Background: an optimization exercise with open tools, aiming at small area, a short achievable clock period and few clock cycles per item. Do not read the settings as production practice. The RTL was checked by simulation tests, not by an equivalence proof against the original design. Power and IR drop assume default switching activity.

== run A ==
Design tpe_fparse, start of the top module:
module tpe_fparse (
    input  wire         clk,
    input  wire         rst,
    input  wire         in_valid,
    input  wire [7:0]   in_data,
    input  wire         in_last,
    output reg          in_ready,
    output reg          out_valid,
    input  wire         out_ready,
    output reg          out_end,
    output wire [7:0]   out_kind,
    output reg          out_success,
    output reg  [31:0]  out_word,
    output wire [15:0]  out_period,
    output reg          out_flag,
    output reg  [103:0] out_temps,
    output reg  [15:0]  out_cursor
);
export LEC_CHECK = 0
export ABC_CLOCK_PERIOD_IN_PS = 2000
export CAP_MARGIN = 20
export CORE_MARGIN = 2
export CORE_UTILIZATION = 45
export CTS_CLUSTER_DIAMETER = 100
export CTS_CLUSTER_SIZE = 28
export PLACE_DENSITY = 0.7
export SETUP_SLACK_MARGIN = 2.45
export SLEW_MARGIN = 20
create_clock -name core_clock -period 4.5 [get_ports {clk}]
standard.sh (not shown) runs the stock make flow with config.mk's settings and CLKGATE_MAP_FILE= SYNTH_SCRIPT=/design/flow/synth_recipe.tcl, a recipe that flattens the netlist after the stock synthesis.
==> flow/flow/run.sh <==
#!/bin/bash
# The standard layout, with plain buf_1 cells as the port buffers.
set -euo pipefail
export BUFFER_PORTS_ARGS="-buffer_cell sky130_fd_sc_hd__buf_1"
bash standard.sh > standard_flow.log 2>&1
Run A: done, clean on timing, DRC and antenna
Testbench counts of run A, summed over its fixed seeds: cycles 60,390, bytes 59,167.
Edits applied to the flow inputs when going from run A to run B:
- clearing PLACE_DENSITY, which used to be 0.7
- swapping 45 for 40 in CORE_UTILIZATION
==> flow/flow/run.sh <==
#!/bin/bash
# The standard layout, with plain buf_1 cells as the port buffers and a
# clock tree without buffers at its branching points.
set -euo pipefail
export BUFFER_PORTS_ARGS="-buffer_cell sky130_fd_sc_hd__buf_1"
export CTS_ARGS="-sink_clustering_enable -repair_clock_nets -sink_clustering_size 28 -sink_clustering_max_diameter 100 -branching_point_buffers_distance 2000 -distance_between_buffers 2000"
bash standard.sh > standard_flow.log 2>&1
--- outcome ---
Area of the core region of run B exceeds that of run A by more than 10%.
Per the comparison of run B with run A, combined flip-flop and latch cell area now sits at about the same level, maximum achievable frequency now sits higher.
In terms of power, run B and run A differ only marginally.
Relative to run A, run B degrades via total after detailed routing.
From run A to run B, number of combinational gates with multiple inputs did not move at all.
The routed length on met1 in run B is 1.07 times that in run A.
Summary of run B over run A: minimum clock period lost 0.064 ns, final-layout clock-cell area share did not really move.
## Diff of input files: run C against run B
- changing SETUP_SLACK_MARGIN from 2.45 to 2.3
==> flow/flow/run.sh <==
#!/bin/bash
# The standard layout, with plain buf_1 cells as the port buffers.
set -euo pipefail
export BUFFER_PORTS_ARGS="-buffer_cell sky130_fd_sc_hd__buf_1"
bash standard.sh > standard_flow.log 2>&1
[summary]
- Both conditions hold for run C: the flow ran to the end and the final layout passed the timing, design-rule and antenna checks.
- Compared with run B, run C shows a lower global-route wire length before repair.
- From run B to run C the numbers moved as follows: final instance area fell 280 um^2, number of global-route vias before repair decreased 296.
- Between run B and run C, wire length on met3 increased.
- Re share of power burned in the clock network: run C and run B aren't equal, and the higher value belongs to run C.
- Between run C and run B, count of placed standard cells in the final layout, fillers left out is lower for run C, run B comes in above that.

== job 8615 ==
The RTL this note starts from:
==> flow/design.v <==
module tpe_fparse (
    input  wire         clk,
    input  wire         rst,
    input  wire         in_valid,
    input  wire [7:0]   in_data,
    input  wire         in_last,
    output reg          in_ready,
    output reg          out_valid,
    input  wire         out_ready,
    output reg          out_end,
    output wire [7:0]   out_kind,
    output reg          out_success,
    output reg  [31:0]  out_word,
    output wire [15:0]  out_period,
    output reg          out_flag,
    output reg  [103:0] out_temps,
    output reg  [15:0]  out_cursor
);
    localparam [7:0]  SYNC0       = 8'hCA;
    localparam [7:0]  SYNC1       = 8'hFE;
    localparam [15:0] CRC_POLY    = 16'h1021;
    localparam [15:0] CRC_INIT    = 16'hFFFF;
    function [15:0] crc_byte;
        input [15:0] c_in;
        input [7:0]  b;
        reg   [15:0] c;
        integer      i;
        begin
            c = c_in ^ {b, 8'h00};
            for (i = 0; i < 8; i = i + 1)
                c = c[15] ? ((c << 1) ^ CRC_POLY) : (c << 1);
            crc_byte = c;
        end
    endfunction
    reg  [8:0]  fidx;
    reg         rs;
    wire [8:0]  fe = rs ? 9'd0 : fidx;
    reg         hz;            
    wire [5:0]  fsel = {!(rs || hz), fe[4:0]};
    reg  [7:0]  rem;           
    reg         at_last;       
    reg         stopped;       
    reg  [15:0] crc_rx;
    reg  [15:0] crc;
    reg  [2:0]  kind;
    reg         chk;           
    reg  [3:0]  crcgood;       
    reg         lastp;         
    reg         fresh;         
    reg         end_pending;
    reg         end_zero;      
    reg         zq;            
    assign out_kind   = {5'd0, kind};
    assign out_period = out_temps[15:0];
    wire out_free = !out_valid || out_ready;
    wire take = in_valid && in_ready;
    wire wr = !out_valid;      
    wire type_ok = (in_data[7:3] == 5'd0) && (in_data[2:0] != 3'd0) && (in_data[2:0] != 3'd7);
    reg  hdr_bad;
    always @(*) begin
        case (fsel)
            6'd0:    hdr_bad = (in_data != SYNC0);
            6'd1:    hdr_bad = (in_data != SYNC1);
            6'd4:    hdr_bad = !type_ok;
            default: hdr_bad = 1'b0;
        endcase
    end
    wire f6 = (fsel == 6'd6);
    wire frame_done = f6 ? (in_data == 8'd0) : at_last;
    wire [15:0] crc_next = crc_byte(crc, in_data);
    reg  rec_len_ok;
    always @(*) begin
        case (kind)
            3'd4:    rec_len_ok = (fidx >= 9'd24);
            3'd3:    rec_len_ok = (fidx >= 9'd13);
            3'd6:    rec_len_ok = (fidx != 9'd7);
            default: rec_len_ok = 1'b1;
        endcase
    end
    wire        crc_ok   = chk && (&crcgood);
    wire        rec_b    = crc_ok && rec_len_ok;
    wire [9:0]  csum_lo  = {1'b0, out_cursor[8:0]} + {1'b0, fidx};
    wire [6:0]  cur_hi1  = out_cursor[15:9] + 7'd1;
    wire [15:0] csum     = {csum_lo[9] ? cur_hi1 : out_cursor[15:9], csum_lo[8:0]};
    integer k;
    always @(posedge clk) begin
        case (fsel)
            6'd2: crc_rx[7:0]  <= in_data;
            6'd3: crc_rx[15:8] <= in_data;
            6'd4: if (wr) kind        <= in_data[2:0];
            6'd5: if (wr) out_success <= (in_data != 8'd0);
            6'd7: if (wr) out_flag    <= (in_data != 8'd0);
            default: ;
        endcase
        for (k = 0; k < 4; k = k + 1)
            if (wr && fsel == 6'd7 + k) out_word[8*k +: 8] <= in_data;
        for (k = 0; k < 13; k = k + 1)
            if (wr && fsel == 6'd11 + k) out_temps[8*k +: 8] <= in_data;
        if (f6)
            rem <= in_data;
        else if (take)
            rem <= rem - 8'd1;
        if (fsel < 6'd4)
            crc <= CRC_INIT;
        else if (take)
            crc <= crc_next;
        for (k = 0; k < 4; k = k + 1)
            crcgood[k] <= (crc_next[4*k +: 4] == crc_rx[4*k +: 4]);
    end
    reg s0v, s0e, s1v, s1z, s2v;
    reg cur_zero;
    reg restart;
    always @(posedge clk) begin
        s0v = out_valid;   s0e = out_end;
        s1v = end_pending; s1z = end_zero;
        s2v = zq;
        cur_zero = 1'b0;
        restart = take && (in_last || frame_done);
        if (rst) begin
            fidx        <= 9'd0;
            hz          <= 1'b1;
            rs          <= 1'b0;
            at_last     <= 1'b0;
            stopped     <= 1'b0;
            chk         <= 1'b0;
            lastp       <= 1'b0;
            fresh       <= 1'b1;
            end_pending <= 1'b0;
            end_zero    <= 1'b0;
            zq          <= 1'b0;
            out_valid   <= 1'b0;
            in_ready    <= 1'b1;
        end else begin
            chk   <= take && frame_done && !stopped;
            lastp <= take && in_last;
            rs   <= restart;
            fidx <= take ? fe + 9'd1 : fe;
            hz   <= (rs || hz) && !(take && fe[4:0] == 5'h1f);
            if (restart)
                at_last <= 1'b0;
            else if (take)
                at_last <= f6 ? (in_data == 8'd1) : (fsel >= 6'd7 && rem == 8'd2);
            if (take && in_last)
                stopped <= 1'b0;
            else if ((take && !stopped && hdr_bad) || (chk && !(&crcgood) && !lastp))
                stopped <= 1'b1;
            if (crc_ok)
                fresh <= 1'b0;
            if (lastp)
                fresh <= 1'b1;
            if (fresh && !out_valid && !lastp)
                cur_zero = 1'b1;
            if (out_free) begin
                s0v = s1v;  s0e = 1'b1;
                if (s1v && s1z)
                    cur_zero = 1'b1;
                s1v = s2v;  s1z = 1'b1;
                s2v = 1'b0;
            end
            if (rec_b) begin
                s0v = 1'b1; s0e = 1'b0;
                if (lastp) begin
                    s1v = 1'b1; s1z = 1'b0;
                end
            end else if (lastp) begin
                if (!s0v) begin
                    s0v = 1'b1; s0e = 1'b1;
                    if (fresh) cur_zero = 1'b1;
                end else if (!s1v) begin
                    s1v = 1'b1; s1z = s0e;
                    if (fresh && !s0e) cur_zero = 1'b1;
                end else
                    s2v = 1'b1;
            end
            if (crc_ok)
                out_cursor <= csum;
            else if (cur_zero)
                out_cursor <= 16'd0;
            out_valid   <= s0v;
            out_end     <= s0e;
            end_pending <= s1v;
            end_zero    <= s1z;
            zq          <= s2v;
            in_ready    <= !(take && in_last) && !s2v &&
                           !(s0v && (take ? (!(in_last || (!f6 && at_last)) && fsel >= 6'd3)
                                          : (fsel >= 6'd4)));
        end
    end
endmodule
export LEC_CHECK = 0
export ABC_CLOCK_PERIOD_IN_PS = 2000
export CAP_MARGIN = 20
export CORE_MARGIN = 2
export CORE_UTILIZATION = 40
export CTS_CLUSTER_DIAMETER = 100
export CTS_CLUSTER_SIZE = 28
export GPL_ROUTABILITY_DRIVEN = 0
export SETUP_SLACK_MARGIN = 2.45
export SLEW_MARGIN = 20
create_clock -name core_clock -period 4.5 [get_ports {clk}]
==> flow/flow/run.sh <==
#!/bin/bash
# The standard layout, with plain buf_1 cells as the port buffers.
set -euo pipefail
export BUFFER_PORTS_ARGS="-buffer_cell sky130_fd_sc_hd__buf_1"
bash standard.sh > standard_flow.log 2>&1
Testbench counts of job 8615, summed over its fixed seeds: cycles 60,390, bytes 59,167.
The inputs of job 8346 differ from those of job 8615 as listed below.
# job 8615
export LEC_CHECK = 0
export ABC_CLOCK_PERIOD_IN_PS = 2000
export CAP_MARGIN = 20
export CORE_MARGIN = 2
export CORE_UTILIZATION = 40
export CTS_CLUSTER_DIAMETER = 100
export CTS_CLUSTER_SIZE = 28
export GPL_ROUTABILITY_DRIVEN = 0
export SETUP_SLACK_MARGIN = 2.45
export SLEW_MARGIN = 20
create_clock -name core_clock -period 4.5 [get_ports {clk}]
# job 8346
export LEC_CHECK = 0
export ABC_CLOCK_PERIOD_IN_PS = 2000
export CAP_MARGIN = 20
export CORE_MARGIN = 2
export CORE_UTILIZATION = 40
export CTS_CLUSTER_DIAMETER = 100
export CTS_CLUSTER_SIZE = 28
export PLACE_DENSITY = 0.8
export SETUP_SLACK_MARGIN = 2.45
export SLEW_MARGIN = 20
create_clock -name core_clock -period 4.5 [get_ports {clk}]
Findings:
Of job 8615 and job 8346, the run reporting the lower amount of wire on met2 after detailed routing was job 8615.
From job 8346 to job 8615, pin count of the biggest net entering global routing did not move at all.
Changes observed in job 8346 relative to job 8615: maximum operating frequency went down about 3.3%; wire length of the first global-routing pass went down about 1.1%; final worst-path cycle share went up 1.5 points.
Per the final summary, job 8615 finished and its layout is clean on timing, DRC and antenna.
Job 8346 completed; timing, DRC and antenna clean
Number of stages on the worst hold path came out exactly the same in job 8615 and job 8346.
In the tables for job 8615 and job 8346, worst hold margin reads lower with job 8615.

-- static timing again, ports no longer ideal --
In the flow no input, the clock included, has a driving cell. The finished layouts below were timed again as built, in two steps. Step 1 sets driving cells, clkbuf_16 on the clock port and buf_2 on the other inputs (assumed; they add their load-dependent delay and slew). Step 2 times the ports against the registers' clock, not the clock port: input delays grow and output delays shrink by t, the midpoint of the rising clock arrivals with the driver on. a / b / c = no drivers / after step 1 / after step 2; a / b = the first two.
| run | shift t [ns] | setup WS [ns] | hold slack, ns | latest minus earliest clock arrival (ns) | slew at the worst register clock pin (ns) |
|---|---|---|---|---|---|
| run A | 0.504 | 2.422 / 2.376 / 1.992 | 0.482 / 0.482 / 0.482 | 0.023 / 0.022 | 0.11 / 0.11 |
| run B | 0.496 | 2.485 / 2.448 / 2.109 | 0.456 / 0.456 / 0.456 | 0.024 / 0.023 | 0.11 / 0.11 |
| run C | 0.502 | 2.365 / 2.346 / 1.844 | 0.468 / 0.468 / 0.468 | 0.017 / 0.018 | 0.11 / 0.11 |
| job 8615 | 0.496 | 2.485 / 2.448 / 2.109 | 0.456 / 0.456 / 0.456 | 0.024 / 0.023 | 0.11 / 0.11 |
| job 8346 | 0.512 | 2.417 / 2.380 / 2.051 | 0.459 / 0.459 / 0.459 | 0.028 / 0.028 | 0.11 / 0.11 |
After both steps setup and hold are still met in every run listed. The setup slack of run C, which loses most, moves by -0.019 ns with the drivers and by -0.521 ns with both steps.
